This design comes from an exercise in tuning for small area, a short achievable clock period and few clock cycles per item on the open sky130 flow, not from production work. Function was checked by simulation only, so behaviour that the tests miss may differ from the original. Power is estimated from default activity; no workload was simulated.

Design jmp, start of the top module:
module jmp (
    input  wire        clk,
    input  wire        rst,           
    input  wire        load,
    input  wire [31:0] load_size,
    input  wire        start,
    input  wire        setq,
    input  wire [7:0]  setq_val,
    output wire        mem_re,
    output wire [31:0] mem_addr,
    input  wire [7:0]  mem_rdata,
    output wire        qt_we,
    output wire [10:0] qt_addr,
    output wire [7:0]  qt_wdata,
    output wire [15:0] status,
    output wire [31:0] size_o,
    output wire [7:0]  qfactor,
    output wire [31:0] offset_o,
    output wire [7:0]  width_blocks,
    output wire [7:0]  height_blocks,
    output wire [7:0]  type_o,
    output wire        precision,
    output wire [15:0] restart_interval,
    output wire [31:0] header_len,
    output wire [31:0] scan_off,
    output wire [31:0] scan_len
);
Settings: LEC_CHECK=0, CAP_MARGIN=20, CORE_MARGIN=2, CORE_UTILIZATION=55, PLACE_DENSITY=0.65, SETUP_SLACK_MARGIN=4.9, SLEW_MARGIN=20, TNS_END_PERCENT=0; clock period 8.0 ns.
standard.sh (not shown) runs the stock make flow with config.mk's settings and CLKGATE_MAP_FILE= SYNTH_SCRIPT=/design/flow/synth_recipe.tcl, a recipe that flattens the netlist after the stock synthesis.
==> flow/flow/run.sh <==
#!/bin/bash
# The standard layout (the standard.sh: standard synthesis, floorplan, place, CTS, route,
# finish), with two changes to how it is built:
#  - the I/O port buffers are sky130_fd_sc_hd__buf_1 instead of the cell buffer_ports picks
#    by default; every port still gets its own buffer;
#  - clock tree synthesis inserts no dummy loads.
set -euo pipefail
bash standard.sh \
  "BUFFER_PORTS_ARGS=-buffer_cell sky130_fd_sc_hd__buf_1" \
  "CTS_ARGS=-sink_clustering_enable -repair_clock_nets -dont_use_dummy_load -sink_clustering_size 14 -sink_clustering_max_diameter 60 -buf_list sky130_fd_sc_hd__clkbuf_8" \
  finish > standard_make.log 2>&1
Testbench counts at the start, summed over its fixed seeds: cycles 78,442, items 320.
==> next run, changes <==
- SETUP_SLACK_MARGIN: 4.9 -> 5
Effect:
- The changed run produced a clean layout
- synthesized cell count does not change
- setup slack does not change
- cell count does not change
- total power does not change
- area after synthesis does not change
- utilization is unchanged
- clock power hardly moves
- global-route usage stays the same
- count of clock-buffer cells in the layout stays the same

* * *

Another version of the RTL of jmp (not shown whole).
Size: about 1800 cells after synthesis, ~250 flip-flops, about 330 I/O pins.
==> flow/config.mk <==
export PLATFORM = sky130hd
export DESIGN_NAME = jmp
export DESIGN_NICKNAME = jmp
export VERILOG_FILES = /design/flow/design.v
export SDC_FILE = /design/flow/constraint.sdc
export NUM_CORES = 4
export LEC_CHECK = 0
export CAP_MARGIN = 20
export CORE_MARGIN = 2
export CORE_UTILIZATION = 55
export CTS_BUF_LIST = sky130_fd_sc_hd__clkbuf_8
export PLACE_DENSITY = 0.65
export SETUP_SLACK_MARGIN = 4.9
export SLEW_MARGIN = 20
export TNS_END_PERCENT = 0
==> flow/constraint.sdc <==
create_clock -name core_clock -period 8.0 [get_ports {clk}]
set_input_delay 1.6000 -clock core_clock [delete_from_list [all_inputs] [get_ports {clk}]]
set_output_delay 1.6000 -clock core_clock [all_outputs]
set_load 0.01 [all_outputs]
==> flow/flow/run.sh <==
#!/bin/bash
# The standard layout (the standard.sh: standard synthesis, floorplan, place, CTS, route,
# finish), with the I/O port buffers made from sky130_fd_sc_hd__buf_1 instead of the default
# cell buffer_ports picks. Every port still gets its own buffer.
set -euo pipefail
bash standard.sh "BUFFER_PORTS_ARGS=-buffer_cell sky130_fd_sc_hd__buf_1" finish > standard_make.log 2>&1
The baseline went through all stages and came out clean.
Testbench counts at the start, summed over its fixed seeds: cycles 78,442, items 320.
Then changed:
==> flow/flow/run.sh (replaced) <==
#!/bin/bash
# The standard layout (the standard.sh: standard synthesis, floorplan, place, CTS, route,
# finish), with two changes to how it is built:
#  - the I/O port buffers are sky130_fd_sc_hd__buf_1 instead of the cell buffer_ports picks
#    by default; every port still gets its own buffer;
#  - clock tree synthesis inserts no dummy loads.
set -euo pipefail
bash standard.sh \
  "BUFFER_PORTS_ARGS=-buffer_cell sky130_fd_sc_hd__buf_1" \
  "CTS_ARGS=-sink_clustering_enable -repair_clock_nets -dont_use_dummy_load -sink_clustering_size 14 -sink_clustering_max_diameter 60 -buf_list sky130_fd_sc_hd__clkbuf_8" \
  finish > standard_make.log 2>&1
--- a/flow/config.mk
+++ b/flow/config.mk
@@ -10,5 +10,4 @@
 export CORE_UTILIZATION = 55
-export CTS_BUF_LIST = sky130_fd_sc_hd__clkbuf_8
 export PLACE_DENSITY = 0.65
-export SETUP_SLACK_MARGIN = 4.9
+export SETUP_SLACK_MARGIN = 4.45
 export SLEW_MARGIN = 20
Die area does not change.
Global-route usage goes down by 0.99 points.
Routed wire length came out lower slightly.
Register-to-register slack loses 0.24 ns.
Non-clock buffer count falls by 23.
Cell area goes down by a few percent.
Then changed:
--- a/flow/config.mk
+++ b/flow/config.mk
@@ -10,4 +10,5 @@
 export CORE_UTILIZATION = 55
+export CTS_BUF_LIST = sky130_fd_sc_hd__clkbuf_8
 export PLACE_DENSITY = 0.65
-export SETUP_SLACK_MARGIN = 4.45
+export SETUP_SLACK_MARGIN = 4.6
 export SLEW_MARGIN = 20
Effect: Critical path depth rises by 2. Synthesized cell count is unchanged. Sequential share of layout area goes down by 0.37 points. Clock skew fell by 0.018 ns. Worst hold slack gains 0.025 ns.
Then changed:
--- a/flow/config.mk
+++ b/flow/config.mk
@@ -10,3 +10,3 @@
 export CORE_UTILIZATION = 55
-export CTS_BUF_LIST = sky130_fd_sc_hd__clkbuf_8
+export GPL_TIMING_DRIVEN = 0
 export PLACE_DENSITY = 0.65
What happened: The new run completed without violations. Clock power decreases by 3.7%. Hold slack is worse by 0.064 ns. Wire length increases by 16%. Utilization increases by 3.4 points. Final area increases by 5.5%. Global-route usage increases by 5.5 points. Register-to-register slack is worse by 0.20 ns. Non-clock buffer count increases by 151.
Then changed:
==> flow/flow/run.sh (replaced) <==
#!/bin/bash
# The standard layout (the standard.sh: standard synthesis, floorplan, place, CTS, route,
# finish), with the I/O port buffers made from sky130_fd_sc_hd__buf_1 instead of the default
# cell buffer_ports picks. Every port still gets its own buffer.
set -euo pipefail
bash standard.sh "BUFFER_PORTS_ARGS=-buffer_cell sky130_fd_sc_hd__buf_1" finish > standard_make.log 2>&1
--- a/flow/config.mk
+++ b/flow/config.mk
@@ -10,3 +10,3 @@
 export CORE_UTILIZATION = 55
-export GPL_TIMING_DRIVEN = 0
+export CTS_BUF_LIST = sky130_fd_sc_hd__clkbuf_8
 export PLACE_DENSITY = 0.65
Worst setup slack improves by 0.16 ns.
Final area shrinks by 2.7%.
Die area stays the same.
Sequential power is about the same.
Area after synthesis is unchanged.
Critical path depth does not change.
Cell count shrinks by about 3.7%.
Register-to-register slack improves by 0.20 ns.
Routed wire length shrinks by 13%.
Count of clock-buffer cells in the layout grows by 22.
Then changed:
--- a/flow/config.mk
+++ b/flow/config.mk
@@ -12,4 +12,3 @@
 export PLACE_DENSITY = 0.65
-export SETUP_SLACK_MARGIN = 4.6
+export SETUP_SLACK_MARGIN = 4.3
 export SLEW_MARGIN = 20
-export TNS_END_PERCENT = 0
Effect: The changed run ran to the end with no violations; total power is higher by about 1.1%; global-route usage went down by 0.49 points; sequential share of layout area is lower by 0.35 points; wire length is about the same; final cell count stays flat; clock power stays flat.

==> port drivers added, routing unchanged <==
The results above use ideal ports. As a check the final layouts listed here were re-extracted and re-timed, cells and wires unchanged.
Step 1: set_driving_cell puts a clkbuf_16 on clk and a buf_2 on each other input, an assumption about the parent block.
Step 2 also shifts input and output timing later by t, the mid clock arrival at the registers, as if the neighbouring blocks saw the same clock.
Slacks: ideal ports / drivers / drivers and shift; pairs: ideal ports / drivers.
run | t, ns | slack for setup (ns) | worst setup path at the end | slew at the worst register clock pin (ns) | cell pins on the clock port's net
the first run of note 1 | 0.627 | 4.471 / 4.471 / 3.897 | input to register | 0.10 / 0.10 | 1
the second run of note 1 | 0.627 | 4.471 / 4.471 / 3.897 | input to register | 0.10 / 0.10 | 1
the first run of note 2 | 0.615 | 4.399 / 4.402 / 3.787 | input to register | 0.07 / 0.07 | 1
the second run of note 2 | 0.640 | 4.235 / 4.235 / 3.646 | input to register | 0.10 / 0.10 | 1
the third run of note 2 | 0.643 | 4.371 / 4.398 / 3.755 | input to register | 0.10 / 0.10 | 1
the fourth run of note 2 | 0.631 | 4.226 / 4.226 / 3.621 | input to register | 0.10 / 0.10 | 1
the fifth run of note 2 | 0.631 | 4.389 / 4.418 / 3.787 | input to register | 0.07 / 0.07 | 1
the sixth run of note 2 | 0.635 | 4.332 / 4.350 / 3.715 | input to register | 0.07 / 0.07 | 1
After both steps every run listed still meets setup and hold. For the sixth run of note 2, which loses most, drivers alone change the setup slack by +0.018 ns; drivers and shift together by -0.617 ns.
